What follows belongs to an exercise in optimizing a design on an open flow for small area, a short achievable clock period and few clock cycles per item; a production flow would make more cautious choices. Function was checked by simulation only, so behaviour that the tests miss may differ from the original.

Setup of before:
==> flow/design.v (excerpt) <==
module lwm_core (
    input  wire        clk,
    input  wire        rst,           
    input  wire        bus_valid,
    input  wire        bus_write,
    input  wire [5:0]  bus_addr,      
    input  wire [1:0]  bus_size,      
    input  wire [31:0] bus_wdata,
    output reg         bus_ready,
    output reg         bus_err,
    output reg  [31:0] bus_rdata
);
    localparam integer K  = 3;             
    localparam integer WW = 35 + K;        
    localparam [31:0] ID_VALUE = 32'h4C574D01;
    localparam [7:0] OP_TOFIX = 8'h01, OP_FROMFIX = 8'h02, OP_QCONV = 8'h03,
                     OP_QADD = 8'h08, OP_QSUB = 8'h09, OP_QMUL = 8'h0A,
                     OP_QDIV = 8'h0B, OP_QADDI = 8'h0C, OP_QSUBI = 8'h0D,
                     OP_QMULI = 8'h0E, OP_QDIVI = 8'h0F, OP_GADD = 8'h10,
                     OP_GSUB = 8'h11, OP_GMUL = 8'h12, OP_GDIV = 8'h13,
                     OP_ISQRT = 8'h18, OP_FSQRT = 8'h19, OP_TRIG = 8'h20,
                     OP_CLARKE = 8'h21, OP_PARK = 8'h22, OP_REVPARK = 8'h23;
    localparam [4:0] S_IDLE = 5'd0,  S_SH  = 5'd1,  S_SH2 = 5'd2,  S_G2  = 5'd3,
                     S_G3   = 5'd4,  S_DIV = 5'd5,  S_DFIN = 5'd6, S_SQ1 = 5'd7,
                     S_SQP  = 5'd8,  S_ND  = 5'd9,  S_M0  = 5'd10, S_M1  = 5'd11,
                     S_M2   = 5'd12, S_M3  = 5'd13, S_M4  = 5'd14, S_MQ  = 5'd15,
                     S_TRC  = 5'd16, S_TRS = 5'd17, S_PKC = 5'd18, S_PK1 = 5'd19,
                     S_PK2  = 5'd20, S_PK3 = 5'd21, S_PK4 = 5'd22, S_PK5 = 5'd23,
                     S_CK0  = 5'd24, S_CK1 = 5'd25, S_CK2 = 5'd26, S_SQX = 5'd27, S_G4 = 5'd28, S_SA = 5'd29;
    localparam signed [17:0] KSQ3 = 18'sd18918;
    function [5:0] clz32;               
        input [31:0] v;
        reg z16, z8, z4, z2, z1;
        reg [15:0] v16;
        reg [7:0]  v8;
        reg [3:0]  v4;
        reg [1:0]  v2;
        begin
            z16 = (v[31:16] == 16'd0);  v16 = z16 ? v[15:0]  : v[31:16];
  ...
For scale: roughly 10,000 cells after synthesis, ~490 flip-flops.
Settings: LEC_CHECK=0, ABC_AREA=1, CAP_MARGIN=20, CORE_MARGIN=2, CORE_UTILIZATION=35, GPL_ROUTABILITY_DRIVEN=1, PLACE_DENSITY=0.5, SLEW_MARGIN=20; clock period 17.0 ns.
standard.sh (not shown) runs the stock make flow with config.mk's settings and CLKGATE_MAP_FILE= SYNTH_SCRIPT=/design/flow/synth_recipe.tcl, a recipe that flattens the netlist after the stock synthesis.
==> flow/flow/run.sh <==
#!/bin/bash
set -euo pipefail
bash standard.sh SETUP_SLACK_MARGIN=9 finish > flow_standard.log 2>&1
Testbench counts of before, summed over its fixed seeds: cycles 98,054, items 12,000.
Relative to before, the following input files were edited for after:
--- a/flow/design.v
+++ b/flow/design.v
@@ -547,15 +547,17 @@
     wire [31:0] as_x   = (!idle && as_g) ? treg : opa;
     wire [31:0] as_y   = idle ? opb : as_g ? Dn : treg;
     wire        as_sub = idle ? bus_wdata[0] : c_op[0];    
     wire [32:0] as_sum;
     addbk #(32) u_as (.a(as_x), .b(as_sub ? ~as_y : as_y), .ci(as_sub), .s(as_sum));
     wire [31:0] as_out = as_sum[31:0];
     wire [WW:0]  w_sum;
-    addbk #(WW) u_wsum (.a(ws), .b(wc), .ci(1'b0), .s(w_sum));
+    addbk #(WW) u_wsum (.a(first ? wc : ws),
+                        .b(first ? {{(WW-19){1'b0}}, res0[17:0], 1'b0} : wc),
+                        .ci(1'b0), .s(w_sum));
     wire         w_neg = w_sum[WW-1];
     wire         rsq   = oh[S_SQP];
     wire [31:0]  rs_a = rsq ? res0 : (first ? 32'd0 : (neg ? qn : qp));
     wire [31:0]  rs_b = first ? 32'd0 : (rsq ? qp : (neg ? ~qp : ~qn));
     wire [31:0]  rs_c = first ? 32'd0 : (rsq ? ~qn : {31'd0, neg & w_neg});
     wire         rci = !first && ((!rsq && neg) || !w_neg);
     wire [31:0]  rs_s = rs_a ^ rs_b ^ rs_c;
@@ -575,16 +577,16 @@
             q   = big ? x[31:13] : x[25:7];
             sm  = {1'b0, q} + (big ? 20'd8192 : 20'd128);
             stp = big ? (x[31:14] == 18'd4096) : (x[31:8] == 24'd64);
             sq_first = {1'b0, ng || stp,
                         ng ? 32'd0 : stp ? (big ? 32'd8192 : 32'd128) : {13'd0, sm[19:1]}};
         end
     endfunction
-    wire [33:0] s1i = sq_first(opa);
-    wire [33:0] s1f = sq_first(xr);
+    wire [33:0] s1i = sq_first(idle ? opa : xr);          
+    wire [33:0] s1f = s1i;
     reg  rom_c, rom_sin, rom_flip;
     always @(*) begin
         rom_c    = ang_c;
         rom_sin  = 1'b0;
         rom_flip = 1'b0;
         case (st)
             S_TRC: begin rom_c = 1'b0; end
@@ -645,17 +647,15 @@
             else if (dv_qn[k]) dv_a =  {{(WW-32-K){1'b0}}, Dn, {K{1'b0}}};
             else               dv_a = {WW{1'b0}};
             dv_s = dv_ys ^ dv_yc ^ dv_a;
             dv_c = {((dv_ys & dv_yc) | (dv_ys & dv_a) | (dv_yc & dv_a)), 1'b0};
             dv_c[0] = dv_qp[k];
         end
     end
-    wire [WW:0] ck_sum;
-    addbk #(WW) u_ck (.a(wc), .b({{(WW-19){1'b0}}, res0[17:0], 1'b0}), .ci(1'b0), .s(ck_sum));
-    wire        sq_stop = first && ckv && (c_op[4:3] == 2'b11) && wc[WW-1] && !ck_sum[WW-1];
+    wire        sq_stop = first && ckv && (c_op[4:3] == 2'b11) && wc[WW-1] && !w_sum[WW-1];
     wire signed [7:0] L_set = $signed({2'b0, nclz}) - $signed({2'b0, xclz}) + 8'sd1 +
                               ((!oh[S_ND]) ? 8'sd0 :
                                (c_op == OP_QDIV) ? $signed({3'b0, c_qa}) :
                                (c_op == OP_GDIV) ? $signed({3'b0, c_qr}) : 8'sd0);
     wire [1:0]  f_set = fpad(L_set[6:0]);
     reg w_zw;
     always @(*) begin
==> summary.txt <==
Per the comparison of after with before, cell area now sits at about the same level, number of synthesized flops with an enable pin now sits lower. On sequential cell area, the higher figure sits with before, not after. before → after: amount of wire on met3 after detailed routing saw an increase, via count saw an increase, starting density of the core saw a decrease, first-pass GRT wire length saw an increase. Against before, final wirelength in after came out worse. Final cell count came out lower on after than on before. Summary — insertion delay to the later sink of the worst-skew pair, after relative to before: lower, by 0.04 ns. The higher shortest period the worst path allows came out of after. [after vs before] register-to-register slack: higher in after. The endpoint of the most critical setup path comes out bus_ready in one run and bus_rdata[4] in the other, namely in after and before respectively.
Testbench counts of after, summed over its fixed seeds: cycles 98,054, items 12,000.

---

lwm_core, a different RTL version from the one above (not shown whole).
For scale: about 9900 cells after synthesis.
export LEC_CHECK = 0
export ABC_AREA = 1
export CAP_MARGIN = 20
export CORE_MARGIN = 2
export CORE_UTILIZATION = 35
export GPL_ROUTABILITY_DRIVEN = 1
export PLACE_DENSITY = 0.5
export SLEW_MARGIN = 20
create_clock -name core_clock -period 17.0 [get_ports {clk}]
Scripts as last shown in full above: flow/flow/run.sh
The starting point completed with no timing, DRC or antenna violations.
Testbench counts at the start, summed over its fixed seeds: cycles 98,054, items 12,000.
Then changed:
--- a/flow/design.v
+++ b/flow/design.v
@@ -363,19 +363,19 @@
     input  wire        bus_valid,
     input  wire        bus_write,
     input  wire [5:0]  bus_addr,      
     input  wire [1:0]  bus_size,      
     input  wire [31:0] bus_wdata,
     output reg         bus_ready,
     output reg         bus_err,
     output reg  [31:0] bus_rdata
 );
-    localparam integer K  = 3;             
+    localparam integer K  = 4;             
     localparam integer WW = 35 + K;        
     localparam [31:0] ID_VALUE = 32'h4C574D01;
     localparam [7:0] OP_TOFIX = 8'h01, OP_FROMFIX = 8'h02, OP_QCONV = 8'h03,
                      OP_QADD = 8'h08, OP_QSUB = 8'h09, OP_QMUL = 8'h0A,
                      OP_QDIV = 8'h0B, OP_QADDI = 8'h0C, OP_QSUBI = 8'h0D,
                      OP_QMULI = 8'h0E, OP_QDIVI = 8'h0F, OP_GADD = 8'h10,
                      OP_GSUB = 8'h11, OP_GMUL = 8'h12, OP_GDIV = 8'h13,
                      OP_ISQRT = 8'h18, OP_FSQRT = 8'h19, OP_TRIG = 8'h20,
                      OP_CLARKE = 8'h21, OP_PARK = 8'h22, OP_REVPARK = 8'h23;
@@ -430,26 +430,20 @@
                 OP_QDIV, OP_QADDI, OP_QSUBI, OP_QMULI, OP_QDIVI, OP_GADD,
                 OP_GSUB, OP_GMUL, OP_GDIV, OP_ISQRT, OP_FSQRT, OP_TRIG,
                 OP_CLARKE, OP_PARK, OP_REVPARK: op_known = 1'b1;
                 default:                        op_known = 1'b0;
             endcase
         end
     endfunction
     function [1:0] fpad;               
         input [6:0] l;
-        reg [3:0] d;
         begin
-            d = {2'b0, l[1:0]} + {2'b0, l[3:2]} + {2'b0, l[5:4]} + {3'b0, l[6]};
-            case (d)
-                4'd0, 4'd3, 4'd6, 4'd9:  fpad = 2'd0;
-                4'd1, 4'd4, 4'd7, 4'd10: fpad = 2'd2;
-                default:                 fpad = 2'd1;
-            endcase
+            fpad = 2'd0 - l[1:0];
         end
     endfunction
     function [K-1:0] fmask;
         input [1:0] f;
         begin
             fmask = ~({K{1'b1}} >> f);
         end
     endfunction
     function [WW-1:0] winit;
@@ -668,45 +662,40 @@
         if (!w_legal) w_zw = 1'b1;
         else case (w_op)
             OP_QADD, OP_QSUB, OP_CLARKE: w_zw = 1'b1;
             OP_TRIG:            w_zw = !ang_c;
             OP_QDIV, OP_QDIVI:  w_zw = (opb == 32'd0);
             OP_ISQRT:           w_zw = s1i[32];
             default:            w_zw = 1'b0;
         endcase
     end
-    wire sh_fin = (c_op == OP_TOFIX) || (c_op == OP_FROMFIX) || (c_op == OP_QCONV);
-    wire fwd0 = oh[S_MQ] | oh[S_PK3];
-    wire fwd1 = oh[S_PK5] | oh[S_CK2];
-    wire p1   = oh[S_TRS] | oh[S_PK3] | oh[S_PK4] | oh[S_CK0] | oh[S_CK1];
-    wire b1   = fwd0 | fwd1 | p1;
-    wire [31:0] f0 = oh[S_MQ] ? {ws[15:0], res0[15:0]} : pk_res;
-    wire [31:0] f1 = oh[S_CK2] ? sat15(wc[31:0]) : pk_res;
     always @(*) begin
         case (ra)
             4'd0:    bus_rdata = ID_VALUE;
             4'd1:    bus_rdata = {24'd0, 2'b00, cz, 3'd0, fault};
             4'd2:    bus_rdata = cmd;
             4'd4:    bus_rdata = opa;
             4'd5:    bus_rdata = opb;
             4'd6:    bus_rdata = opc;
-            4'd8:    bus_rdata = fwd0 ? f0 : res0;
-            4'd9:    bus_rdata = fwd1 ? f1 : res1;
+            4'd8:    bus_rdata = res0;
+            4'd9:    bus_rdata = res1;
             default: bus_rdata = 32'd0;
         endcase
         bus_err = !acc_ok;
     end
-    wire finish = (oh[S_SH] & sh_fin) | oh[S_SA] | oh[S_M4] | (oh[S_M2] & (c_op == OP_QMULI)) |
-                  oh[S_DFIN] | oh[S_TRC] | oh[S_PK2] | (oh[S_G3] & flg) | (oh[S_SQX] & s1f[32]) |
+    wire sh_fin = (c_op == OP_TOFIX) || (c_op == OP_FROMFIX) || (c_op == OP_QCONV);
+    wire finish = (oh[S_SH] & sh_fin) | oh[S_SA] | oh[S_M4] | oh[S_MQ] | oh[S_DFIN] |
+                  oh[S_TRC] | oh[S_PK3] | (oh[S_G3] & flg) | (oh[S_SQX] & s1f[32]) |
                   (oh[S_DIV] & sq_stop) | (oh[S_SQP] & (iter == 3'd6));
+    wire b1 = oh[S_TRS] | oh[S_PK4] | oh[S_PK5] | oh[S_CK0] | oh[S_CK1] | oh[S_CK2];
     always @(*) begin
         if (idle)    bus_ready = !(bus_write && acc_ok && ra == 4'd2) || w_zw;
-        else if (b1) bus_ready = !acc_ok || (!bus_write && !(ra == 4'd9 && p1));
+        else if (b1) bus_ready = !acc_ok || (!bus_write && ra != 4'd9);
         else         bus_ready = finish;
     end
     wire div_setup = oh[S_ND] || oh[S_SQ1];
     always @(posedge clk) begin
         if (idle) begin
             creg  <= ang_c ? {{2{rom_v[15]}}, rom_v} : ck;
             treg  <= ab_a;                                     
             xr    <= opa;                                      
             Dn    <= ab_b;                                     
Count of clock-buffer cells in the layout stays the same.
Hold slack is better by 0.021 ns.
Setup slack is worse by 0.14 ns.
Die area rises by about 0.6%.
Non-clock buffer count rises by 87.
Wire length rises by 1.2%.
Design area rises by about 1.5%.
Testbench counts after the change, summed over its fixed seeds: cycles 98,880, items 12,000.

-- re-timing with driven ports --
Ports are ideal in the flow. The routed layouts listed here were re-timed in OpenROAD. Step 1, drivers: a clkbuf_16 drives clk and a buf_2 each remaining input, both assumed. Step 2 moves the port delays by t, midway between the first and last clock arrival at a register: inputs arrive t later, outputs are due t later. That takes back most of the time a late clock gives input paths. a / b / c = no drivers / after step 1 / after step 2; a / b = the first two.
run	shift t [ns]	slack for setup (ns)	clock arrival spread, ns
before	0.839	8.655 / 8.592 / 8.542	0.095 / 0.094
after	0.825	8.497 / 8.393 / 8.257	0.051 / 0.050
the first run of note 2	0.867	8.413 / 8.358 / 8.358	0.053 / 0.053
the second run of note 2	0.828	8.270 / 8.270 / 8.066	0.058 / 0.057
After both steps setup and hold are still met in every run listed. For after, which loses most, drivers alone change the setup slack by -0.104 ns; drivers and shift together by -0.240 ns.
